This is an optimization exercise on Yosys and OpenROAD, whose aim is small area, a short achievable clock period and few clock cycles, not a production implementation.
Function was checked by simulation only, so behaviour that the tests miss may differ from the original.
Power is estimated from default activity; no workload was simulated.

===== flow/flow/run.sh =====
#!/bin/bash
set -euo pipefail
bash standard.sh MATCH_CELL_FOOTPRINT=0 finish > make_finish.log 2>&1

===== flow/standard.sh =====
#!/bin/bash
# synth_recipe.tcl (not shown) runs the flow's synth.tcl, then flattens the netlist and writes it again
# the make line also repeats each setting of config.mk as NAME=value (left out here)
make -C /OpenROAD-flow-scripts/flow DESIGN_CONFIG=/design/flow/config.mk WORK_HOME=/design/flow/orfs CLKGATE_MAP_FILE= SYNTH_SCRIPT=/design/flow/synth_recipe.tcl "${@:-finish}"

===== flow/config.mk =====
export PLATFORM = sky130hd
export DESIGN_NAME = pmask_rast
export DESIGN_NICKNAME = pmask_rast
export VERILOG_FILES = /design/flow/design.v
export SDC_FILE = /design/flow/constraint.sdc
export NUM_CORES = 4
export LEC_CHECK = 0
export CAP_MARGIN = 20
export CORE_MARGIN = 2
export CORE_UTILIZATION = 55
export SETUP_SLACK_MARGIN = 5
export SLEW_MARGIN = 20
export TNS_END_PERCENT = 5

===== flow/constraint.sdc =====
create_clock -name core_clock -period 10.0 [get_ports {clk}]
set_input_delay 2.0000 -clock core_clock [delete_from_list [all_inputs] [get_ports {clk}]]
set_output_delay 2.0000 -clock core_clock [all_outputs]
set_load 0.01 [all_outputs]

===== flow/design.v =====
module pmask_rast (
    input  wire        clk,
    input  wire        rst,
    input  wire        reg_en,
    input  wire        reg_we,
    input  wire [1:0]  reg_size,
    input  wire [11:0] reg_addr,
    input  wire [31:0] reg_wdata,
    output reg  [31:0] reg_rdata,
    output reg         reg_err,
    input  wire        mem_en,
    input  wire        mem_we,
    input  wire [1:0]  mem_size,
    input  wire [31:0] mem_addr,
    input  wire [31:0] mem_wdata,
    output reg  [31:0] mem_rdata,
    output reg         mem_err
);
    localparam OP_RASTERIZE = 4'd1;
    localparam OP_CLEAR     = 4'd2;
    localparam OP_DRAW_RECT = 4'd3;
    localparam ERR_NONE     = 2'd0;
    localparam ERR_SIZE     = 2'd1;
    localparam ERR_RECT     = 2'd2;
    localparam ERR_ILLEGAL  = 2'd3;
    function [8:0] div256;
        input [8:0] v;
        begin
            div256 = (v == 9'd0) ? 9'd0 :
                     (v <= 9'd1) ? 9'd256 :
                     (v <= 9'd2) ? 9'd128 :
                     (v <= 9'd3) ? 9'd85 :
                     (v <= 9'd4) ? 9'd64 :
                     (v <= 9'd5) ? 9'd51 :
                     (v <= 9'd6) ? 9'd42 :
                     (v <= 9'd7) ? 9'd36 :
                     (v <= 9'd8) ? 9'd32 :
                     (v <= 9'd9) ? 9'd28 :
                     (v <= 9'd10) ? 9'd25 :
                     (v <= 9'd11) ? 9'd23 :
                     (v <= 9'd12) ? 9'd21 :
                     (v <= 9'd13) ? 9'd19 :
                     (v <= 9'd14) ? 9'd18 :
                     (v <= 9'd15) ? 9'd17 :
                     (v <= 9'd16) ? 9'd16 :
                     (v <= 9'd17) ? 9'd15 :
                     (v <= 9'd18) ? 9'd14 :
                     (v <= 9'd19) ? 9'd13 :
                     (v <= 9'd21) ? 9'd12 :
                     (v <= 9'd23) ? 9'd11 :
                     (v <= 9'd25) ? 9'd10 :
                     (v <= 9'd28) ? 9'd9 :
                     (v <= 9'd32) ? 9'd8 :
                     (v <= 9'd36) ? 9'd7 :
                     (v <= 9'd42) ? 9'd6 :
                     (v <= 9'd51) ? 9'd5 :
                     (v <= 9'd64) ? 9'd4 :
                     (v <= 9'd85) ? 9'd3 :
                     (v <= 9'd128) ? 9'd2 :
                     (v <= 9'd256) ? 9'd1 :
                     9'd0;
        end
    endfunction
    reg [15:0] canvas_w, canvas_h, rect_x, rect_y, rect_w, rect_h;
    reg        busy, done, ovr;
    reg [1:0]  err;
    reg [2047:0] m;
    wire        reg_ok    = (reg_size == 2'd2) && (reg_addr[1:0] == 2'b00);
    wire [9:0]  reg_idx   = reg_addr[11:2];
    wire        reg_wr    = reg_en && reg_we && reg_ok;
    wire        cmd_wr    = reg_wr && (reg_idx == 10'd0);
    wire        status_wr = reg_wr && (reg_idx == 10'd1);
    wire        opnd_wr   = reg_wr && (reg_idx[9:3] == 7'd0) &&
                            (reg_idx[2:0] >= 3'd2) && (reg_idx[2:0] <= 3'd6);
    wire [13:0] cur_pitch = canvas_w[15:3] + {13'd0, canvas_w[2:0] != 3'd0};
    wire [31:0] status_val = {24'd0, 2'b00, err, 1'b0, ovr, done, busy};
    reg [31:0] reg_read_val;
    always @(*) begin
        case (reg_idx)
            10'd1:   reg_read_val = status_val;
            10'd2:   reg_read_val = {16'd0, canvas_w};
            10'd3:   reg_read_val = {16'd0, canvas_h};
            10'd4:   reg_read_val = {16'd0, rect_x};
            10'd5:   reg_read_val = {16'd0, rect_y};
            10'd6:   reg_read_val = {16'd0, rect_w};
            10'd7:   reg_read_val = {16'd0, rect_h};
            10'd8:   reg_read_val = {18'd0, cur_pitch};
            10'd9:   reg_read_val = 32'd256;
            default: reg_read_val = 32'd0;
        endcase
    end
    wire [15:0] cw_n = (reg_wr && reg_idx == 10'd2) ? reg_wdata[15:0] : canvas_w;
    reg [8:0]  px;         
    reg        pbig;       
    reg        pz;         
    always @(posedge clk) begin
        if (rst) begin
            px    <= 9'd0;
            pbig  <= 1'b0;
            pz    <= 1'b1;
        end else begin
            px    <= cw_n[11:3] + {8'd0, cw_n[2:0] != 3'd0};
            pbig  <= cw_n > 16'd2048;
            pz    <= cw_n == 16'd0;
        end
    end
    wire [3:0]  cmd_op   = reg_wdata[3:0];
    wire        op_legal = (cmd_op == OP_RASTERIZE) || (cmd_op == OP_CLEAR) ||
                           (cmd_op == OP_DRAW_RECT);
    wire        op_draws = cmd_op[0];
    reg        cw_wr1;     
    reg [8:0]  qp_q;       
    reg [8:0]  qh_q;       
    always @(posedge clk) begin
        cw_wr1 <= reg_wr && (reg_idx == 10'd2);
        qp_q   <= div256(px);
        qh_q   <= div256(canvas_h[8:0]);
    end
    wire        h_big    = canvas_h > 16'd256;
    wire        prod_big = cw_wr1 ? (px > qh_q) : (canvas_h[8:0] > qp_q);
    wire        too_big  = !pz && (canvas_h != 16'd0) && (pbig || h_big || prod_big);
    wire [8:0]  small_prod = px * canvas_h[8:0];
    wire signed [17:0] right_x = {{2{rect_x[15]}}, rect_x} + $signed({2'b00, rect_w});
    wire signed [17:0] left_x  = rect_x[15] ? 18'sd0 : $signed({2'b00, rect_x});
    wire [16:0] bottom   = {1'b0, rect_y} + {1'b0, rect_h};
    wire        y_bad    = (rect_h == 16'd0) || (bottom > {1'b0, canvas_h});
    wire        x_bad    = right_x > $signed({2'b00, canvas_w});
    reg [1:0] issue_err;
    always @(*) begin
        if (!op_legal)
            issue_err = ERR_ILLEGAL;
        else if (too_big)
            issue_err = ERR_SIZE;
        else if (op_draws && (y_bad || x_bad))
            issue_err = ERR_RECT;
        else
            issue_err = ERR_NONE;
    end
    wire issue  = cmd_wr && !busy;
    wire accept = issue && (issue_err == ERR_NONE);
    reg        drawing;
    reg        fresh;
    reg [8:0]  p_q;        
    reg [8:0]  tot_q;      
    reg [7:0]  lb_q;       
    reg [7:0]  le_q;       
    reg [2:0]  lob_q;      
    reg [2:0]  hib_q;      
    reg        span_q;     
    reg [7:0]  n0_q;       
    wire [17:0] right_m1 = right_x - 18'sd1;
    always @(posedge clk) begin
        if (!drawing) begin
            p_q    <= px;
            tot_q  <= small_prod[8:0];
            lb_q   <= left_x[10:3];
            le_q   <= right_m1[10:3];
            lob_q  <= left_x[2:0];
            hib_q  <= right_m1[2:0];
            span_q <= right_x > left_x;
            n0_q   <= rect_y[7:0] * px[7:0] + left_x[10:3];
        end
    end
    reg        st_pend;
    reg        l_clr, l_drw;
    reg [8:0]  l_h;
    wire ok_fast  = op_legal && !too_big && (!op_draws || !(y_bad || x_bad));
    wire go_now   = issue && fresh && ok_fast;
    wire go       = go_now || st_pend;
    wire g_clr    = go_now ? (cmd_op != OP_DRAW_RECT) : l_clr;
    wire g_drw    = (go_now ? op_draws : l_drw) && span_q;
    wire clr_go   = go && g_clr;
    wire [8:0] g_h = st_pend ? l_h : rect_h[8:0];
    reg        narrow;     
    reg [5:0]  w;          
    reg [7:0]  s_a;        
    reg [7:0]  e_a;        
    reg [8:0]  rows;       
    reg [1:0]  ph;         
    wire [7:0] lomask = 8'hFF << lob_q;
    wire [7:0] himask = 8'hFF >> (3'd7 - hib_q);
    wire at_s = w == s_a[7:2];
    wire at_e = w == e_a[7:2];
    reg [31:0] dmask;
    reg [3:0]  dlane;
    reg [1:0]  col;
    reg        lo_ok, hi_ok, c_ok, lo_e, hi_e;
    reg [7:0]  mk;
    integer k;
    always @(*) begin
        for (k = 0; k < 4; k = k + 1) begin
            lo_ok = !at_s || (k[1:0] >= s_a[1:0]);
            hi_ok = !at_e || (k[1:0] <= e_a[1:0]);
            if (p_q[1:0] == 2'd1)
                col = 2'd0;
            else if (p_q[1:0] == 2'd2)
                col = {1'b0, k[0]};
            else
                col = (ph + k[1:0]) % 3;
            if (narrow) begin
                c_ok = (col >= lb_q[1:0]) && (col <= le_q[1:0]);
                lo_e = col == lb_q[1:0];
                hi_e = col == le_q[1:0];
            end else begin
                c_ok = 1'b1;
                lo_e = at_s && (k[1:0] == s_a[1:0]);
                hi_e = at_e && (k[1:0] == e_a[1:0]);
            end
            if (lo_ok && hi_ok && c_ok)
                mk = (lo_e ? lomask : 8'hFF) & (hi_e ? himask : 8'hFF);
            else
                mk = 8'h00;
            dmask[8*k +: 8] = mk;
            dlane[k]        = mk != 8'h00;
        end
    end
    wire       last_row = narrow || (rows == 9'd1);
    wire [7:0] s_nx     = s_a + p_q[7:0];
    wire [7:0] e_nx     = e_a + p_q[7:0];
    wire [7:0] hm1      = g_h[7:0] - 8'd1;
    wire [7:0] hp       = (p_q[1:0] == 2'd3) ? {hm1[6:0], 1'b0} + hm1 :
                          (p_q[1:0] == 2'd2) ? {hm1[6:0], 1'b0} : hm1;
    wire [7:0] e_row0   = n0_q + le_q - lb_q;
    wire [7:0] z_nar    = e_row0 + hp;
    wire [1:0] ph0      = n0_q[7:2] % 3;
    wire mem_ok = !busy && (mem_addr[31:8] == 24'd0) &&
                  ((mem_size == 2'd0) || ((mem_size == 2'd2) && (mem_addr[1:0] == 2'b00)));
    wire host_we = mem_en && mem_we && mem_ok;
    reg         wv_q;      
    reg  [5:0]  ww_q;      
    reg  [31:0] wm_q;      
    reg  [3:0]  wl_q;      
    wire [5:0]  ra    = drawing ? w : mem_addr[7:2];
    wire [31:0] rword = m[32*ra +: 32];
    wire [31:0] eng_d = mem_rdata | wm_q;
    wire [31:0] wbus  = wv_q ? eng_d :
                        (busy || !mem_en) ? 32'd0 :
                        (mem_size == 2'd2) ? mem_wdata : {4{mem_wdata[7:0]}};
    wire [3:0]  wlane = wv_q ? wl_q :
                        (mem_size == 2'd2) ? 4'hF : (4'h1 << mem_addr[1:0]);
    wire [5:0]  wa    = wv_q ? ww_q : mem_addr[7:2];
    wire        wen   = wv_q || host_we;
    reg [15:0] lt_hi, eq_hi, lt_lo;
    integer i;
    always @(*) begin
        for (i = 0; i < 16; i = i + 1) begin
            lt_hi[i] = clr_go && (i < tot_q[8:4]);
            eq_hi[i] = clr_go && (i == tot_q[8:4]);
            lt_lo[i] = i < tot_q[3:0];
        end
    end
    wire [63:0] wsel = {63'd0, wen} << wa;
    genvar a;
    generate
        for (a = 0; a < 256; a = a + 1) begin : g_byte
            wire clr_b = lt_hi[a / 16] || (eq_hi[a / 16] && lt_lo[a % 16]);
            wire wr_b  = wsel[a / 4] && wlane[a % 4];
            always @(posedge clk)
                if (clr_b || wr_b)
                    m[8*a +: 8] <= wbus[8*(a % 4) +: 8];
        end
    endgenerate
    always @(posedge clk) begin
        mem_err <= !mem_ok;
        if (drawing)
            mem_rdata <= rword;
        else
            mem_rdata <= (mem_size == 2'd2) ? rword : {24'd0, rword[8*mem_addr[1:0] +: 8]};
    end
    always @(posedge clk) begin
        ww_q <= w;
        wm_q <= dmask;
        wl_q <= dlane;
        if (rst)
            wv_q <= 1'b0;
        else
            wv_q <= drawing;
    end
    always @(posedge clk) begin
        reg_err   <= !reg_ok;
        reg_rdata <= reg_read_val;
    end
    always @(posedge clk) begin
        if (rst) begin
            canvas_w <= 16'd0;
            canvas_h <= 16'd0;
            rect_x   <= 16'd0;
            rect_y   <= 16'd0;
            rect_w   <= 16'd0;
            rect_h   <= 16'd0;
            busy     <= 1'b0;
            done     <= 1'b0;
            ovr      <= 1'b0;
            err      <= ERR_NONE;
            st_pend  <= 1'b0;
            drawing  <= 1'b0;
            fresh    <= 1'b0;
        end else begin
            fresh <= !drawing && !opnd_wr;
            if (reg_wr) begin
                case (reg_idx)
                    10'd2: canvas_w <= reg_wdata[15:0];
                    10'd3: canvas_h <= reg_wdata[15:0];
                    10'd4: rect_x   <= reg_wdata[15:0];
                    10'd5: rect_y   <= reg_wdata[15:0];
                    10'd6: rect_w   <= reg_wdata[15:0];
                    10'd7: rect_h   <= reg_wdata[15:0];
                    default: ;
                endcase
            end
            if (status_wr) begin
                if (reg_wdata[1]) done <= 1'b0;
                if (reg_wdata[2]) ovr  <= 1'b0;
            end
            if (cmd_wr && busy)
                ovr <= 1'b1;
            if (issue) begin
                err   <= issue_err;
                l_clr <= cmd_op != OP_DRAW_RECT;
                l_drw <= op_draws;
                l_h   <= rect_h[8:0];
                if (accept) begin
                    busy    <= 1'b1;
                    done    <= 1'b0;
                    st_pend <= !fresh;
                end else begin
                    done    <= 1'b1;
                end
            end
            if (go) begin
                st_pend <= 1'b0;
                if (g_drw) begin
                    drawing <= 1'b1;
                    narrow  <= p_q[8:2] == 7'd0;
                    w       <= n0_q[7:2];
                    s_a     <= n0_q;
                    e_a     <= (p_q[8:2] == 7'd0) ? z_nar : e_row0;
                    rows    <= g_h;
                    ph      <= ph0;
                end else begin
                    busy <= 1'b0;
                    done <= 1'b1;
                end
            end
            if (wv_q && !drawing) begin
                busy <= 1'b0;
                done <= 1'b1;
            end
            if (drawing) begin
                if (at_e) begin
                    if (last_row) begin
                        drawing <= 1'b0;
                    end else begin
                        w    <= s_nx[7:2];
                        s_a  <= s_nx;
                        e_a  <= e_nx;
                        rows <= rows - 9'd1;
                    end
                end else begin
                    w  <= w + 6'd1;
                    ph <= (ph == 2'd2) ? 2'd0 : ph + 2'd1;
                end
            end
        end
    end
endmodule

==> impl_metrics.py, run 1 <==
metrics = {
    "detailed_routing": {
        "routed_wl_um": 339000,
        "drc": 0,
        "ant_nets": 0,
        "first_pass_iters": 8,
        "wl_per_cell_um": 33.2,
        "routed-via-count": 68170,
        "via_per_inst": 6.68,
        "drtIter0Drc": 8542,
    },
    "yosys": {
        "synth_top_area_share_pct": 60.9,
        "synth.top_cells.by_area": "edfxtp_1 (61%), mux4_2 (11%), dfxtp_1 (4.3%)",
        "synth-seq-cells": 2369,
        "synth_area_per_cell_um2": 14.7,
        "ys_seq_area_share_pct": 65.2,
        "yosysWarnings": 1,
        "netlist_area_mm2": 0.106,
        "synth_edf_count": 2142,
        "synth_cells": 7212,
        "ys_types": 95,
        "synthFlopType": "edfxtp_1",
        "synthArstFlopShare_pct": 0,
        "synth_area_leader_cell": "edfxtp_1",
    },
    "worst_setup_path": {
        "cp_common_cell": "buf_4",
        "r2r-start": "rect_h[1]$_SDFFE_PP0P_",
        "cp.required_ns": 10.58,
        "crit_path_end_kind": "flip-flop",
        "r2r_slack_ns": 4.54,
        "crit_arrival_ns": 6.08,
        "crit_buf_inv": 3,
        "max_stage_delay_ns": 0.85,
        "ff2ff_path_depth": 24,
        "r2r_end": "m[2020]$_DFFE_PP_",
        "startpoint_type": "input port",
        "cp_top_family": "simple AND/OR/NAND/NOR gates",
        "worstPathCellList": "clkdlybuf4s50_1 -> nor4_1 -> nand4_1 -> a2111oi_4 -> a31o_2 -> and2_2 -> buf_4 -> nand2_2 -> o22ai_2 -> buf_4",
        "crit_slowest_cell": "clkdlybuf4s50_1",
        "critical_path_class": "in2reg",
        "critical_path.max_fanout": 13,
    },
    "floorplan": {
        "die_x_um": 442,
        "core_area_mm2": 0.191,
        "dieHeight_um": 442,
        "initial_core_util_pct": 55.5,
        "rows": 160,
        "io_pins": 184,
        "fp.dieArea_mm2": 0.196,
    },
    "placed_design": {
        "port_buffers": 151,
        "dp_hpwl_um": 214000,
        "routabilityCongestion": 0.940,
    },
    "clock_tree": {
        "clkTransAtPathRegs_ns": 0.06,
        "ctsRootBufferMaster": "clkbuf_16",
        "worstSkewPairLatency_ns": 0.92,
        "cts_buffer_depth": 3,
        "numClockSinks": 2369,
        "cts_tree": "done",
        "htree_levels": 4,
        "cts_buffers": 236,
    },
    "sta": {
        "setup_tns_ns": 0,
        "period_minus_slack_ns": 5.50,
        "setup_violations": 0,
        "period_share_pct": 55.0,
        "slew_violations": 0,
        "skew_ns": 0.0554,
        "worst_slew_pin_slew_ns": 1.27,
        "rsz0062_at_grt": "yes",
        "timing.slew.headroom_pct": 14.9,
        "fmax_ghz": 0.182,
        "finalHoldViolCount": 0,
    },
    "status": {
        "status": "no timing/DRC/antenna violations",
    },
    "grt": {
        "antenna_found_initial": 15,
        "grt_max_degree": 103,
        "grt_pass1_wl_um": 474000,
        "overflow": 0,
        "grt_usage_pct": 33.9,
        "grt_pass1_vias": 65812,
    },
    "layout": {
        "layout-drive-gt1-share_pct": 20.9,
        "multi_input_area_mm2": 0.0377,
        "nNetsFinal": 7839,
        "nFillCells": 13770,
        "regArea_mm2": 0.0689,
        "syn_to_final_growth_pct": 17.0,
    },
    "hold_path": {
        "min_to": "rect_w[13]$_SDFFE_PP0P_",
        "min_from": "rect_w[13]$_SDFFE_PP0P_",
        "holdPathStages": 2,
        "hold_path.class": "reg2reg",
    },
    "power_and_ir_drop": {
        "pwr_density_cell_mw_per_mm2": 167,
        "vdd.ir_drop.worst_mv": 0.147,
        "p_total_mw": 20.7,
        "p_leak_nw": 41.3,
    },
    "flow_run": {
        "drv_cap": 0,
    },
}
## state kept, by name, summed over array words and instances (netlist names), 9 cells and up
name	cells
canvas_w	16
tot_q	9
reg_rdata	16
rect_h	16
m	2048
rect_y	16
qp_q	9
mem_rdata	32
l_h	9
wm_q	32
qh_q	9
rect_x	16
rows	9
p_q	9
canvas_h	16
px	9
rect_w	16
## synth_stat cells, types with 11 or more instances
master        n
a32oi_1      15
nand2b_1     49
and2_1       68
xnor2_1     102
xor2_1       46
a22oi_1      26
nand4_1      27
o2bb2ai_1    12
a221oi_1     41
buf_2        87
a211oi_1     15
o21ai_0     173
mux2i_1     108
ha_1        196
edfxtp_1   2142
nand2_1     924
clkbuf_1    334
buf_4        18
a21oi_1     399
nor3_1       43
buf_1        50
nand3_1     306
nor4_1       33
and3_1       39
o22ai_1     201
o21a_1       31
or2_2        20
dfxtp_1     227
inv_1       219
a211o_1      11
o221ai_1     24
o21bai_1     18
a31oi_1      45
nor2b_1      37
mux4_2      513
a311oi_1     32
o21ai_1      15
o211ai_1     61
nor2_1      216
fa_1         49
a222oi_1     12
a21o_1       38
or3_1        21
## power by group
group,switching [mW],total (mW),internal (mW)
clock,3.80,8.61,4.80
sequential,0.0268,10.9,10.8
combinational,0.832,1.23,0.400
total,4.66,20.7,16.0
## placed cells by master (no fill, tap or decap), types with 52 or more instances in the layout
cell type,n
clkdlybuf4s50_1,150
clkbuf_16,258
xnor2_1,99
ha_1,193
buf_12,69
clkinv_1,57
and2_1,65
nand3_1,306
edfxtp_1,2142
dfxtp_1,214
inv_1,219
nor2_1,203
o21ai_0,140
o211ai_1,61
mux2i_1,105
nand2_1,898
o22ai_4,159
a21oi_1,391
clkbuf_1,52
buf_4,232
mux4_2,513
## routing by layer
metal	part of all wire, %	GRT usage, %
met1	37	44.8
met2	46	51.5
met3	11	8.42
met4	6.4	19.7
met5	0.052	0
## stage by stage
stage | area (um2) | util, % | hold WS [ns] | worst slack [ns] | instances
finish | 124000 | 64.9 | 0.478 | 4.50 | 10204
global route | 124000 | 64.9 | 0.510 | 4.42 | 10196
CTS | 121000 | 63.7 | 0.480 | 4.42 | 10116
detailed placement | 110000 | 58.0 | 0.470 | 2.27 | 9582
global placement | 110000 | 57.9 | 0.462 | 2.30 | 9580
floorplan | 106000 | - | 0.346 | 3.96 | 7227
## worst max-delay path by stage
stage          slack, ns              endpoint  cells past startpoint                   start
2_1_floorplan       3.96     m[1001]$_DFFE_PP_                      5             mem_size[1]
6_report            4.50      m[618]$_DFFE_PP_                     10             mem_size[0]
3_5_place_dp        2.27      m[843]$_DFFE_PP_                     11             reg_size[0]
3_3_place_gp        2.30      m[841]$_DFFE_PP_                     11             reg_size[0]
5_1_grt             4.42     m[1609]$_DFFE_PP_                     23  rect_h[0]$_SDFFE_PP0P_
4_1_cts             4.42  mem_rdata[4]$_DFF_P_                     12             mem_addr[3]
## timing repair
item / in CTS / in global routing
pin swaps: 80 / 64
endpoints found under the setup margin: 2123 / 2121
buffers inserted: 88 / 54
endpoints found under the hold margin: 0 / 0
cloned: 8 / 15
gates resized for setup: 409 / 157
hold buffers: 0 / 0
## kinds of logic (layout without fill, tap and decap cells)
| group | count (synthesis) | count (layout) | synth area share [%] |
|---|---|---|---|
| simple gates | 1830 | 1830 | 7.84 |
| flops | 2369 | 2369 | 65.2 |
| compound gates | 1272 | 1272 | 7.73 |
| buf+inv | 714 | 1163 | 2.72 |
| mux | 631 | 631 | 12.1 |
| xor+xnor | 148 | 148 | 1.23 |
| fa+ha+maj | 247 | 247 | 3.27 |
| other cells | 1 | 33 | 0.00355 |
## worst reg2reg max path: stages (launching register included)
cell      delay [ns]
dfxtp_4         0.39
ha_1            0.28
a21o_1          0.16
a21oi_2         0.18
o21bai_1        0.10
a21oi_2         0.23
o21ai_2         0.12
a211oi_2        0.26
nor2_1          0.13
o41ai_2         0.35
xnor2_1         0.13
ha_1            0.30
nand3_1         0.12
nor4_1          0.25
nand2_1         0.10
a31o_4          0.27
buf_4           0.14
a211oi_4        0.24
buf_12          0.16
nand3_4         0.13
o21ai_4         0.14
buf_12          0.23
buf_16          0.42
o22ai_4         0.18
buf_12          0.18
## layout make-up
type / instances / area share, %
multi-input cells: 4144 / 30.5
inverters: 223 / 0.677
flip-flops and latches: 2369 / 55.7
clock buffers: 301 / 5.13
repair buffers: 502 / 4.50
clock inverters: 137 / 0.895
well taps: 2511 / 2.54
diodes: 17 / 0.0344
Testbench counts, summed over its fixed seeds: cycles 32,090.
==> run 2, diff against run 1 <==
==> flow/run.sh (new file) <==
#!/bin/bash
# synth_recipe.tcl (not shown) runs the flow's synth.tcl, then flattens the netlist and writes it again
# the make line also repeats each setting of config.mk as NAME=value (left out here)
make -C /OpenROAD-flow-scripts/flow DESIGN_CONFIG=/design/flow/config.mk WORK_HOME=/design/flow/orfs CLKGATE_MAP_FILE= SYNTH_SCRIPT=/design/flow/synth_recipe.tcl finish
--- a/flow/config.mk
+++ b/flow/config.mk
@@ -7,7 +7,9 @@
 export LEC_CHECK = 0
 export CAP_MARGIN = 20
 export CORE_MARGIN = 2
-export CORE_UTILIZATION = 55
+export CORE_UTILIZATION = 65
+export CTS_CLUSTER_DIAMETER = 100
+export CTS_CLUSTER_SIZE = 28
 export SETUP_SLACK_MARGIN = 5
 export SLEW_MARGIN = 20
 export TNS_END_PERCENT = 5
removed: flow/flow/run.sh
removed: flow/standard.sh
==> run 2 against run 1 <==
- count of clock-buffer cells in the layout down 156
- worst hold slack better by 0.0014 ns
- register-to-register slack worse by 0.28 ns
- via count up 0.77%
- cell count down 6.5%
- routed wire length down 2.4%
- combinational power about the same
- critical endpoint is now m[437]$_DFFE_PP_
- synthesized cell count unchanged
- maximum frequency down 11%
- sequential power about the same
- die area down 15%
==> impl_metrics.py, run 2 <==
metrics = {
    "status": {
        "status": "no timing/DRC/antenna violations",
    },
    "worst_setup_path": {
        "crit_path_end_kind": "flip-flop",
        "startpoint_type": "input port",
        "crit_slowest_cell": "nand2_1",
        "critical_path.max_fanout": 20,
        "cp.required_ns": 10.41,
        "crit_arrival_ns": 6.57,
        "r2r_slack_ns": 4.26,
        "crit_buf_inv": 2,
        "cp_top_family": "compound AO/OA/AOI/OAI gates",
        "critical_path_class": "in2reg",
        "worstPathCellList": "clkdlybuf4s50_1 -> or4_1 -> a2111oi_4 -> a31o_2 -> and2_1 -> buf_4 -> nand2_1 -> o22ai_2",
        "max_stage_delay_ns": 0.83,
    },
    "sta": {
        "slew_violations": 0,
        "rsz0062_at_grt": "yes",
        "period_share_pct": 61.5,
        "period_minus_slack_ns": 6.15,
        "fmax_ghz": 0.163,
        "skew_ns": 0.0522,
        "worst_slew_pin_slew_ns": 1.39,
        "setup_violations": 0,
        "finalHoldViolCount": 0,
        "timing.slew.headroom_pct": 7.13,
        "setup_tns_ns": 0,
    },
    "clock_tree": {
        "worstSkewPairLatency_ns": 0.80,
        "numClockSinks": 2369,
        "clkTransAtPathRegs_ns": 0.11,
        "cts_buffer_depth": 3,
        "ctsRootBufferMaster": "clkbuf_16",
        "postCtsHoldBufs": 0,
        "htree_levels": 3,
        "cts_buffers": 96,
        "cts_tree": "done",
    },
    "layout": {
        "max_flop_register": "m",
        "nNetsFinal": 7678,
        "largest_register_ffs": 2048,
        "instances_no_fill": 9541,
        "final_cell_mix": "edfxtp_1 (2,142), nand2_1 (904), mux4_2 (513)",
        "mostFrequentLayoutCell": "edfxtp_1",
        "layout-drive-gt1-share_pct": 18.5,
        "top_regs": "m (2048), mem_rdata (32), wm_q (32)",
        "syn_to_final_growth_pct": 11.0,
    },
    "yosys": {
        "synth_area_leader_cell": "edfxtp_1",
        "yosysWarnings": 1,
        "synth_area_per_cell_um2": 14.7,
        "ys_seq_area_share_pct": 65.2,
        "synthArstFlopShare_pct": 0,
        "synth.top_cells.by_area": "edfxtp_1 (61%), mux4_2 (11%), dfxtp_1 (4.3%)",
        "synth_top_area_share_pct": 60.9,
        "synth_edf_count": 2142,
        "synth_common_cells": "edfxtp_1 (2,142), nand2_1 (924), mux4_2 (513)",
        "synth.most_common_cell": "edfxtp_1",
        "netlist_area_mm2": 0.106,
        "ys_types": 95,
        "synthFlopType": "edfxtp_1",
        "synth-seq-cells": 2369,
        "synth_cells": 7212,
    },
    "detailed_routing": {
        "drc": 0,
        "via_per_inst": 7.20,
        "ant_nets": 0,
        "drtIter0Drc": 11309,
        "wl_per_cell_um": 34.7,
        "first_pass_iters": 12,
        "routed-via-count": 68696,
        "routed_wl_um": 331000,
    },
    "flow_run": {
        "drv_cap": 0,
    },
    "grt": {
        "antenna_found_initial": 23,
        "overflow": 0,
        "grt_pass1_wl_um": 461000,
        "grt_max_degree": 141,
        "grt_pass1_vias": 65444,
        "grt_usage_pct": 38.7,
    },
    "power_and_ir_drop": {
        "pwr_density_cell_mw_per_mm2": 145,
        "vdd.ir_drop.worst_mv": 0.183,
        "p_leak_nw": 38.8,
    },
    "floorplan": {
        "io_pins": 184,
        "core_area_mm2": 0.161,
        "rows": 147,
        "dieHeight_um": 407,
        "die_x_um": 407,
        "initial_core_util_pct": 65.7,
        "fp.dieArea_mm2": 0.166,
    },
    "placed_design": {
        "routabilityCongestion": 0.983,
        "dpl.cell_count": 9239,
        "port_buffers": 151,
        "dp_hpwl_um": 210000,
    },
    "hold_path": {
        "hold_path.class": "reg2reg",
    },
}
run 2: path summary, 6_finish.rpt:
check	startpoint	endpoint	cells past startpoint
worst max-delay path	mem_addr[23]	m[437]$_DFFE_PP_	8
worst min register to register	canvas_w[13]$_SDFFE_PP0P_	canvas_w[13]$_SDFFE_PP0P_	2
worst max register to register	rect_x[0]$_SDFFE_PP0P_	m[273]$_DFFE_PP_	22
worst min-delay path	canvas_w[13]$_SDFFE_PP0P_	canvas_w[13]$_SDFFE_PP0P_	2
run 2: cell families after synthesis:
logic type | synth area share [%]
flops | 65.2
compound gates | 7.73
mux | 12.1
simple gates | 7.84
fa+ha+maj | 3.27
xor+xnor | 1.23
other cells | 0.00355
buf+inv | 2.72
run 2: area by class of cell:
cell class,count,area (um2)
clock buffers,145,2610
multi-input cells,4144,37000
repair buffers,481,5150
flip-flops and latches,2369,68900
diodes,7,17.5
inverters,223,841
fillers,10219,43600
clock inverters,12,210
well taps,2160,2700
run 2: timing repair:
item / 4_1_cts / 5_1_grt
hold endpoints to repair: 0 / 0
resized for setup: 346 / 132
gates cloned: 4 / 14
setup buffers: 78 / 36
pin swaps: 69 / 21
endpoints found under the setup margin: 2129 / 2134
run 2: report_power, final:
group / leakage (nW) / switching (mW) / total (mW) / internal (mW)
combinational: 15.9 / 0.837 / 1.25 / 0.417
clock: 1.34 / 3.04 / 4.90 / 1.86
sequential: 21.5 / 0.0397 / 10.9 / 10.8
total: 38.8 / 3.91 / 17.0 / 13.1
run 2: layer usage:
layer	vias to the layer above	share of wire (%)	global-route usage, %	wire (um)
met2	5153	44	56.5	145000
met1	34459	36	53.6	118000
met5	-	0.11	0.661	365
met3	1035	14	11.7	47200
li1	28018	-	-	-
met4	31	6.3	19.0	20800
run 2: stage by stage:
stage	util (%)	power (mW)	hold slack (ns)	cell area (um2)	setup WS, ns
4_1_cts	71.9	16.9	0.481	116000	4.00
3_5_place_dp	68.4	12.2	0.467	110000	2.10
5_1_grt	72.9	17.4	0.494	117000	4.04
2_1_floorplan	-	11.7	0.346	106000	3.96
3_3_place_gp	68.4	12.2	0.461	110000	2.18
6_report	72.9	17.0	0.479	117000	3.85
run 2: tightest hold or removal path, cell delays in order (launching register included):
cell	delay [ns]
dfxtp_1	0.33
nand2_1	0.05
a21oi_1	0.05
==> run 3, diff against run 2 <==
--- a/flow/design.v
+++ b/flow/design.v
@@ -13,7 +13,7 @@
     input  wire [1:0]  mem_size,
     input  wire [31:0] mem_addr,
     input  wire [31:0] mem_wdata,
-    output reg  [31:0] mem_rdata,
+    output wire [31:0] mem_rdata,
     output reg         mem_err
 );
     localparam OP_RASTERIZE = 4'd1;
@@ -147,7 +147,9 @@
     reg [2:0]  lob_q;      
     reg [2:0]  hib_q;      
     reg        span_q;     
-    reg [7:0]  n0_q;       
+    reg [7:0]  yp_q;       
+    reg        xb_q;       
+    reg [16:0] lim_q;      
     wire [17:0] right_m1 = right_x - 18'sd1;
     always @(posedge clk) begin
         if (!drawing) begin
@@ -158,13 +160,16 @@
             lob_q  <= left_x[2:0];
             hib_q  <= right_m1[2:0];
             span_q <= right_x > left_x;
-            n0_q   <= rect_y[7:0] * px[7:0] + left_x[10:3];
+            yp_q   <= rect_y[7:0] * px[7:0];
+            xb_q   <= x_bad;
+            lim_q  <= {1'b0, canvas_h} - {1'b0, rect_y};
         end
     end
     reg        st_pend;
     reg        l_clr, l_drw;
     reg [8:0]  l_h;
-    wire ok_fast  = op_legal && !too_big && (!op_draws || !(y_bad || x_bad));
+    wire yb_fast  = (rect_h == 16'd0) || lim_q[16] || (rect_h > lim_q[15:0]);
+    wire ok_fast  = op_legal && !too_big && (!op_draws || !(yb_fast || xb_q));
     wire go_now   = issue && fresh && ok_fast;
     wire go       = go_now || st_pend;
     wire g_clr    = go_now ? (cmd_op != OP_DRAW_RECT) : l_clr;
@@ -220,7 +225,8 @@
     wire [7:0] hm1      = g_h[7:0] - 8'd1;
     wire [7:0] hp       = (p_q[1:0] == 2'd3) ? {hm1[6:0], 1'b0} + hm1 :
                           (p_q[1:0] == 2'd2) ? {hm1[6:0], 1'b0} : hm1;
-    wire [7:0] e_row0   = n0_q + le_q - lb_q;
+    wire [7:0] n0_q     = yp_q + lb_q;    
+    wire [7:0] e_row0   = yp_q + le_q;    
     wire [7:0] z_nar    = e_row0 + hp;
     wire [1:0] ph0      = n0_q[7:2] % 3;
     wire mem_ok = !busy && (mem_addr[31:8] == 24'd0) &&
@@ -232,7 +238,10 @@
     reg  [3:0]  wl_q;      
     wire [5:0]  ra    = drawing ? w : mem_addr[7:2];
     wire [31:0] rword = m[32*ra +: 32];
-    wire [31:0] eng_d = mem_rdata | wm_q;
+    reg  [31:0] rd_q;      
+    reg         hsz_q;     
+    reg  [1:0]  hof_q;     
+    wire [31:0] eng_d = rd_q | wm_q;
     wire [31:0] wbus  = wv_q ? eng_d :
                         (busy || !mem_en) ? 32'd0 :
                         (mem_size == 2'd2) ? mem_wdata : {4{mem_wdata[7:0]}};
@@ -249,12 +258,13 @@
             lt_lo[i] = i < tot_q[3:0];
         end
     end
-    wire [63:0] wsel = {63'd0, wen} << wa;
+    wire [63:0] wsel = 64'd1 << wa;
+    wire [3:0]  wl_e = wlane & {4{wen}};
     genvar a;
     generate
         for (a = 0; a < 256; a = a + 1) begin : g_byte
             wire clr_b = lt_hi[a / 16] || (eq_hi[a / 16] && lt_lo[a % 16]);
-            wire wr_b  = wsel[a / 4] && wlane[a % 4];
+            wire wr_b  = wsel[a / 4] && wl_e[a % 4];
             always @(posedge clk)
                 if (clr_b || wr_b)
                     m[8*a +: 8] <= wbus[8*(a % 4) +: 8];
@@ -262,11 +272,11 @@
     endgenerate
     always @(posedge clk) begin
         mem_err <= !mem_ok;
-        if (drawing)
-            mem_rdata <= rword;
-        else
-            mem_rdata <= (mem_size == 2'd2) ? rword : {24'd0, rword[8*mem_addr[1:0] +: 8]};
+        rd_q    <= rword;
+        hsz_q   <= mem_size == 2'd2;
+        hof_q   <= mem_addr[1:0];
     end
+    assign mem_rdata = hsz_q ? rd_q : {24'd0, rd_q[8*hof_q +: 8]};
     always @(posedge clk) begin
         ww_q <= w;
         wm_q <= dmask;
==> flow/flow/run.sh (new file) <==
#!/bin/bash
set -euo pipefail
bash standard.sh MATCH_CELL_FOOTPRINT=0 \
    "BUFFER_PORTS_ARGS=-buffer_cell sky130_fd_sc_hd__buf_4" \
    finish > make_finish.log 2>&1
==> flow/standard.sh (new file) <==
#!/bin/bash
# synth_recipe.tcl (not shown) runs the flow's synth.tcl, then flattens the netlist and writes it again
# the make line also repeats each setting of config.mk as NAME=value (left out here)
make -C /OpenROAD-flow-scripts/flow DESIGN_CONFIG=/design/flow/config.mk WORK_HOME=/design/flow/orfs CLKGATE_MAP_FILE= SYNTH_SCRIPT=/design/flow/synth_recipe.tcl "${@:-finish}"
--- a/flow/config.mk
+++ b/flow/config.mk
@@ -7,9 +7,7 @@
 export LEC_CHECK = 0
 export CAP_MARGIN = 20
 export CORE_MARGIN = 2
-export CORE_UTILIZATION = 65
-export CTS_CLUSTER_DIAMETER = 100
-export CTS_CLUSTER_SIZE = 28
+export CORE_UTILIZATION = 55
 export SETUP_SLACK_MARGIN = 5
 export SLEW_MARGIN = 20
 export TNS_END_PERCENT = 5
removed: flow/run.sh
==> run 3 against run 2 <==
- power rose by 24%
- critical path depth rose by 1
- cell count rose by 4.4%
- setup slack improved by 0.84 ns
- critical endpoint is now m[902]$_DFFE_PP_
==> impl_metrics.py, run 3 <==
metrics = {
    "yosys": {
        "ys_seq_area_share_pct": 65.5,
        "synth_area_per_cell_um2": 15.1,
        "ys_types": 98,
        "synth-seq-cells": 2390,
        "synthArstFlopShare_pct": 0,
        "synth_edf_count": 2160,
        "synth_area_leader_cell": "edfxtp_1",
        "synth.most_common_cell": "edfxtp_1",
        "yosysWarnings": 1,
        "synth_top_area_share_pct": 61.2,
        "synth_common_cells": "edfxtp_1 (2,160), nand2_1 (756), mux4_2 (512)",
        "synth_cells": 7039,
        "synth.top_cells.by_area": "edfxtp_1 (61%), mux4_2 (11%), dfxtp_1 (4.3%)",
        "synthFlopType": "edfxtp_1",
        "netlist_area_mm2": 0.106,
    },
    "grt": {
        "grt_pass1_wl_um": 461000,
        "grt_pass1_vias": 63490,
        "overflow": 0,
        "grt_usage_pct": 33.1,
        "grt_max_degree": 141,
        "antenna_found_initial": 17,
    },
    "clock_tree": {
        "clkTransAtPathRegs_ns": 0.06,
        "htree_levels": 4,
        "postCtsHoldBufs": 0,
        "numClockSinks": 2390,
        "cts_tree": "done",
        "ctsRootBufferMaster": "clkbuf_16",
        "worstSkewPairLatency_ns": 0.91,
        "cts_buffer_depth": 3,
        "cts_buffers": 236,
    },
    "worst_setup_path": {
        "startpoint_type": "input port",
        "crit_path_end_kind": "flip-flop",
        "critical_path.max_fanout": 64,
        "r2r_slack_ns": 4.95,
        "cp.required_ns": 10.51,
        "crit_arrival_ns": 5.82,
        "critical_path_class": "in2reg",
    },
    "layout": {
        "final_cell_mix": "edfxtp_1 (2,160), nand2_1 (732), mux4_2 (512)",
        "largest_register_ffs": 2048,
        "regArea_mm2": 0.0695,
        "multi_input_area_mm2": 0.0368,
        "top_regs": "m (2048), rd_q (32), wm_q (32)",
        "nFillCells": 13953,
        "syn_to_final_growth_pct": 14.8,
        "layout-drive-gt1-share_pct": 21.4,
        "nNetsFinal": 7609,
        "mostFrequentLayoutCell": "edfxtp_1",
        "max_flop_register": "m",
    },
    "sta": {
        "period_minus_slack_ns": 5.31,
        "worst_slew_pin_slew_ns": 1.34,
        "fmax_ghz": 0.188,
        "skew_ns": 0.0716,
        "timing.hold.ws_ns": 0.432,
        "timing.slew.headroom_pct": 10.7,
        "finalHoldViolCount": 0,
        "rsz0062_at_grt": "yes",
        "period_share_pct": 53.1,
        "setup_violations": 0,
        "slew_violations": 0,
        "setup_tns_ns": 0,
    },
    "status": {
        "status": "no timing/DRC/antenna violations",
    },
    "floorplan": {
        "io_pins": 184,
        "rows": 161,
        "fp.dieArea_mm2": 0.196,
        "dieHeight_um": 443,
        "die_x_um": 443,
        "initial_core_util_pct": 55.2,
        "core_area_mm2": 0.192,
    },
    "flow_run": {
        "drv_cap": 0,
    },
    "power_and_ir_drop": {
        "pwr_density_cell_mw_per_mm2": 173,
        "p_leak_nw": 41.8,
        "vdd.ir_drop.worst_mv": 0.160,
        "p_total_mw": 21.0,
    },
    "detailed_routing": {
        "routed-via-count": 65721,
        "first_pass_iters": 11,
        "drc": 0,
        "wl_per_cell_um": 32.9,
        "ant_nets": 0,
        "routed_wl_um": 328000,
        "via_per_inst": 6.60,
        "drtIter0Drc": 7983,
    },
    "hold_path": {
        "hold_path.class": "reg2reg",
    },
    "placed_design": {
        "dp_hpwl_um": 208000,
        "routabilityCongestion": 0.976,
        "port_buffers": 151,
    },
}
[run 3: where the power goes]
part           total (mW)  switching (mW)  leakage, nW  internal [mW]
Combinational        1.07           0.720         15.0          0.351
Clock                8.98            3.91         3.80           5.07
Sequential           11.0          0.0637         23.0           10.9
[run 3: path summary, 6_finish.rpt]
kind,to,start,depth (start not counted)
max,m[902]$_DFFE_PP_,mem_addr[14],9
min,st_pend$_SDFFE_PP0P_,fresh$_SDFF_PP0_,1
max reg2reg,st_pend$_SDFFE_PP0P_,rect_x[0]$_SDFFE_PP0P_,19
min reg2reg,st_pend$_SDFFE_PP0P_,fresh$_SDFF_PP0_,1
[run 3: metal layers]
metal / global-route usage (%) / vias up / part of all wire, %
met3: 9.14 / 810 / 10
met1: 43.8 / 33454 / 38
li1: - / 28056 / -
met4: 17.5 / 26 / 6.2
met5: 0.488 / - / 0.21
met2: 50.3 / 3375 / 46
[run 3: cells by family (layout without fill, tap and decap cells)]
logic type	Yosys count	count (layout)	synth area share (%)
mux	560	560	11.3
simple gates	1548	1549	6.72
compound gates	1408	1408	8.97
xor+xnor	155	155	1.28
flops	2390	2390	65.5
fa+ha+maj	274	274	3.50
buf+inv	703	1076	2.66
other cells	1	25	0.00354
[run 3: cell type report]
cell class | instances | share of cell area [%]
Multi-Input combinational cell | 3962 | 30.3
Clock buffer | 291 | 5.14
Sequential cell | 2390 | 57.1
Inverter | 232 | 0.718
Tap cell | 2526 | 2.60
Antenna cell | 9 | 0.0185
Timing Repair Buffer | 397 | 2.91
Clock inverter | 156 | 1.27
[run 3: repair_timing]
item / 4_1_cts / 5_1_grt
endpoints found under the setup margin: 1892 / 1921
buffers inserted: 30 / 35
cloned: 0 / 2
pin swaps: 25 / 26
gates resized for setup: 279 / 70
[run 3: per-stage QoR]
step / area [um2] / instances / setup slack (ns) / utilization, %
floorplan: 106000 / 7054 / 4.00 / -
global placement: 110000 / 9434 / 2.41 / 57.5
detailed placement: 110000 / 9436 / 2.31 / 57.5
CTS: 121000 / 9913 / 4.74 / 62.8
global route: 122000 / 9957 / 4.68 / 63.4
finish: 122000 / 9963 / 4.69 / 63.4
[run 3: worst max-delay path: stages]
cell and delay (ns):
buf_4 0.11, or4_1 0.51, nor3_1 0.17, nand4b_1 0.68
o21bai_1 0.36, buf_4 0.31, o311ai_4 0.15, buf_6 0.29
o22ai_1 1.03
Testbench counts of run 3, summed over its fixed seeds: cycles 32,090.
==> run 4, diff against run 3 <==
--- a/flow/design.v
+++ b/flow/design.v
@@ -91,19 +91,14 @@
     end
     wire [15:0] cw_n = (reg_wr && reg_idx == 10'd2) ? reg_wdata[15:0] : canvas_w;
     reg [8:0]  px;         
-    reg        pbig;       
-    reg        pz;         
     always @(posedge clk) begin
-        if (rst) begin
-            px    <= 9'd0;
-            pbig  <= 1'b0;
-            pz    <= 1'b1;
-        end else begin
-            px    <= cw_n[11:3] + {8'd0, cw_n[2:0] != 3'd0};
-            pbig  <= cw_n > 16'd2048;
-            pz    <= cw_n == 16'd0;
-        end
+        if (rst)
+            px <= 9'd0;
+        else
+            px <= cw_n[11:3] + {8'd0, cw_n[2:0] != 3'd0};
     end
+    wire       pbig = canvas_w > 16'd2048;    
+    wire       pz   = canvas_w == 16'd0;      
     wire [3:0]  cmd_op   = reg_wdata[3:0];
     wire        op_legal = (cmd_op == OP_RASTERIZE) || (cmd_op == OP_CLEAR) ||
                            (cmd_op == OP_DRAW_RECT);
@@ -181,7 +176,7 @@
     reg [7:0]  s_a;        
     reg [7:0]  e_a;        
     reg [8:0]  rows;       
-    reg [1:0]  ph;         
+    wire [1:0] ph = w % 3;   
     wire [7:0] lomask = 8'hFF << lob_q;
     wire [7:0] himask = 8'hFF >> (3'd7 - hib_q);
     wire at_s = w == s_a[7:2];
@@ -228,7 +223,6 @@
     wire [7:0] n0_q     = yp_q + lb_q;    
     wire [7:0] e_row0   = yp_q + le_q;    
     wire [7:0] z_nar    = e_row0 + hp;
-    wire [1:0] ph0      = n0_q[7:2] % 3;
     wire mem_ok = !busy && (mem_addr[31:8] == 24'd0) &&
                   ((mem_size == 2'd0) || ((mem_size == 2'd2) && (mem_addr[1:0] == 2'b00)));
     wire host_we = mem_en && mem_we && mem_ok;
@@ -346,7 +340,6 @@
                     s_a     <= n0_q;
                     e_a     <= (p_q[8:2] == 7'd0) ? z_nar : e_row0;
                     rows    <= g_h;
-                    ph      <= ph0;
                 end else begin
                     busy <= 1'b0;
                     done <= 1'b1;
@@ -368,7 +361,6 @@
                     end
                 end else begin
                     w  <= w + 6'd1;
-                    ph <= (ph == 2'd2) ? 2'd0 : ph + 2'd1;
                 end
             end
         end
==> flow/run.sh (new file) <==
#!/bin/bash
# synth_recipe.tcl (not shown) runs the flow's synth.tcl, then flattens the netlist and writes it again
# the make line also repeats each setting of config.mk as NAME=value (left out here)
make -C /OpenROAD-flow-scripts/flow DESIGN_CONFIG=/design/flow/config.mk WORK_HOME=/design/flow/orfs CLKGATE_MAP_FILE= SYNTH_SCRIPT=/design/flow/synth_recipe.tcl finish
removed: flow/flow/run.sh
removed: flow/standard.sh
==> run 4 against run 3 <==
- still clean on timing, DRC and antenna
- cell count rose by 1.4%
- power rose by 0.48%
- clock skew fell by 0.0063 ns
- die area rose by 0.26%
- clock power fell by 0.6%
- synthesized cell count rose by 1.2%
- maximum frequency fell by 15%
- synthesized area rose by 0.26%
- combinational power rose by 16%
- count of clock-buffer cells in the layout rose by 10
- worst hold slack improved by 0.063 ns
- sequential power barely moved
- critical endpoint is now wl_q[1]$_DFF_P_
==> impl_metrics.py, run 4 <==
metrics = {
    "floorplan": {
        "rows": 161,
        "die_x_um": 444,
        "initial_core_util_pct": 55.3,
        "fp.dieArea_mm2": 0.197,
        "dieHeight_um": 444,
        "io_pins": 184,
        "core_area_mm2": 0.192,
    },
    "sta": {
        "setup_violations": 0,
        "setup_tns_ns": 0,
        "period_minus_slack_ns": 6.26,
        "slew_violations": 0,
        "worst_slew_pin_slew_ns": 1.26,
        "fmax_ghz": 0.160,
        "finalHoldViolCount": 0,
        "timing.slew.headroom_pct": 15.8,
        "skew_ns": 0.0653,
        "rsz0062_at_grt": "yes",
        "period_share_pct": 62.6,
        "fin_ws_ns": 3.74,
    },
    "yosys": {
        "synthArstFlopShare_pct": 0,
        "synth-seq-cells": 2386,
        "synth_edf_count": 2158,
        "ys_types": 99,
        "synth.most_common_cell": "edfxtp_1",
        "synthFlopType": "edfxtp_1",
        "synth_top_area_share_pct": 61.0,
        "synth_area_per_cell_um2": 14.9,
        "ys_seq_area_share_pct": 65.3,
        "synth_cells": 7121,
        "netlist_area_mm2": 0.106,
        "synth_common_cells": "edfxtp_1 (2,158), nand2_1 (903), mux4_2 (513)",
        "synth.top_cells.by_area": "edfxtp_1 (61%), mux4_2 (11%), dfxtp_1 (4.3%)",
        "synth_area_leader_cell": "edfxtp_1",
        "yosysWarnings": 1,
    },
    "layout": {
        "nFillCells": 14164,
        "syn_to_final_growth_pct": 14.0,
        "max_flop_register": "m",
        "nNetsFinal": 7723,
        "mostFrequentLayoutCell": "edfxtp_1",
        "postLayoutCellArea_mm2": 0.121,
        "largest_register_ffs": 2048,
        "instances_no_fill": 10107,
        "layout-drive-gt1-share_pct": 18.9,
        "final_cell_mix": "edfxtp_1 (2,158), nand2_1 (888), mux4_2 (513)",
        "top_regs": "m (2048), rd_q (32), wm_q (32)",
    },
    "clock_tree": {
        "clkTransAtPathRegs_ns": 0.06,
        "worstSkewPairLatency_ns": 0.90,
        "ctsRootBufferMaster": "clkbuf_16",
        "cts_buffer_depth": 3,
        "htree_levels": 4,
        "cts_tree": "done",
        "numClockSinks": 2386,
        "cts_buffers": 239,
    },
    "grt": {
        "overflow": 0,
        "antenna_found_initial": 18,
        "grt_max_degree": 112,
        "grt_pass1_vias": 65302,
        "grt_usage_pct": 33.3,
        "grt_pass1_wl_um": 467000,
    },
    "worst_setup_path": {
        "r2r-start": "w[4]$_DFFE_PN_",
        "cp.required_ns": 10.75,
        "startpoint_type": "flip-flop",
        "critical_path.max_fanout": 7,
        "cp_common_cell": "ha_4",
        "crit_arrival_ns": 7.01,
        "worstSetupStartpoint": "w[4]$_DFFE_PN_",
        "max_stage_delay_ns": 0.54,
        "cp_top_family": "simple AND/OR/NAND/NOR gates",
        "critical_path_class": "reg2reg",
        "crit_path_end_kind": "flip-flop",
        "crit_buf_inv": 5,
        "crit_slowest_cell": "edfxtp_1",
    },
    "detailed_routing": {
        "routed-via-count": 66603,
        "drtIter0Drc": 7622,
        "routed_wl_um": 329000,
        "via_per_inst": 6.59,
        "wl_per_cell_um": 32.6,
        "drc": 0,
        "first_pass_iters": 6,
        "ant_nets": 0,
    },
    "hold_path": {
        "hold_path.class": "reg2reg",
        "min_from": "rect_w[3]$_SDFFE_PP0P_",
    },
    "placed_design": {
        "post-place-ws_ns": 2.55,
        "routabilityCongestion": 0.938,
        "dp_hpwl_um": 212000,
        "port_buffers": 151,
        "dpl.cell_count": 9562,
        "dpl-instance-area_mm2": 0.112,
    },
    "flow_run": {
        "drv_cap": 0,
    },
    "power_and_ir_drop": {
        "p_leak_nw": 41.1,
        "pwr_density_cell_mw_per_mm2": 175,
        "vdd.ir_drop.worst_mv": 0.155,
    },
    "status": {
        "status": "no timing/DRC/antenna violations",
    },
}
run 4: cell types whose count changed in the layout (fill, tap and decap cells not counted), sizes merged, moves of 36 or more:
cell           before  now
a31oi              79   43
a211oi            169   20
and2              205   76
nand2             756  909
and3               21   92
clkdlybuf4s50       0  148
buf               395  262
mux2i              40   82
a21oi             363  310
nand3              96  196
run 4: cell families after synthesis:
group           share of synthesized area (%)
fa+ha+maj                                3.52
buf+inv                                  2.62
mux                                      11.7
compound gates                           7.92
flops                                    65.3
other cells                           0.00353
xor+xnor                                 1.35
simple gates                             7.62
run 4: worst paths after layout:
kind | end | slack (ns) | depth (start not counted)
worst max-delay path | wl_q[1]$_DFF_P_ | 3.74 | 31
worst min-delay path | rect_w[3]$_SDFFE_PP0P_ | 0.50 | 2
worst max register to register | wl_q[1]$_DFF_P_ | 3.74 | 31
worst min register to register | rect_w[3]$_SDFFE_PP0P_ | 0.50 | 2
run 4: tightest hold or removal path: stages, from the launching register on:
cell,delay [ns]
dfxtp_1,0.33
nand2_1,0.06
a21oi_1,0.05
run 4: layout make-up:
class                      instances  area [um2]  area share (%)
sequential                      2386       69400            57.3
multi-input combinational       4070       36200            29.9
clock buffer                     301        6290            5.20
timing repair buffer             413        3730            3.08
tap                             2526        3160            2.61
clock inverter                   151        1480            1.22
inverter                         220         827           0.683
antenna                           40         100          0.0826
run 4: per-stage QoR:
stage,power (mW),hold slack [ns],utilization (%)
floorplan,11.9,0.346,-
global placement,12.4,0.471,58.0
detailed placement,12.4,0.477,58.0
CTS,21.2,0.493,62.6
global route,21.7,0.514,63.0
finish,21.1,0.495,63.0
run 4: report_power, final:
part / switching (mW) / internal, mW
clock: 3.88 / 5.05
combinational: 0.802 / 0.435
sequential: 0.0537 / 10.9
total: 4.74 / 16.4
run 4: what timing repair did:
action | 4_1_cts | 5_1_grt
hold buffers | 0 | 0
setup endpoints to repair | 1787 | 1902
gates resized for setup | 139 | 39
setup buffers | 40 | 8
pin swaps | 31 | 9
run 4: per-layer routing:
metal / wire [um] / track usage [%] / share of wire [%]
met1: 125000 / 43.3 / 38
met2: 157000 / 53.1 / 48
met3: 28400 / 6.73 / 8.6
met4: 19600 / 18.0 / 6.0
met5: 19 / 0 / 0.0058
Testbench counts of run 4, summed over its fixed seeds: cycles 32,090.

afterwards: timing with drivers on the ports:
Ports are ideal in the flow. The routed layouts listed here were re-timed in OpenROAD. Step 1: set_driving_cell puts a clkbuf_16 on clk and a buf_2 on each other input, an assumption about the parent block. Step 2 adds t to the input delays and takes it off the output delays; t is the mean of the earliest and latest rising clock arrival at the registers after step 1. Input paths then give back, and output paths get back, about the clock's delay inside the block. Slacks: no drivers / after step 1 / after step 2; pairs: no drivers / after step 1.
run | shift t [ns] | slack for setup (ns) | hold WS [ns] | worst setup path at the end | worst slew at a driven data input, ns
run 1 | 0.973 | 4.505 / 4.540 / 3.593 | 0.478 / 0.478 / 0.478 | input to register | 0.14
run 2 | 0.871 | 3.848 / 3.912 / 3.041 | 0.479 / 0.479 / 0.479 | input to register | 0.19
run 3 | 0.975 | 4.693 / 4.760 / 3.790 | 0.432 / 0.432 / 0.432 | input to register | 0.19
run 4 | 0.966 | 3.742 / 3.742 / 3.226 | 0.495 / 0.495 / 0.495 | input to register | 0.08
After both steps every run listed still meets setup and hold. The setup slack of run 1, which loses most, moves by +0.035 ns with the drivers and by -0.912 ns with both steps.
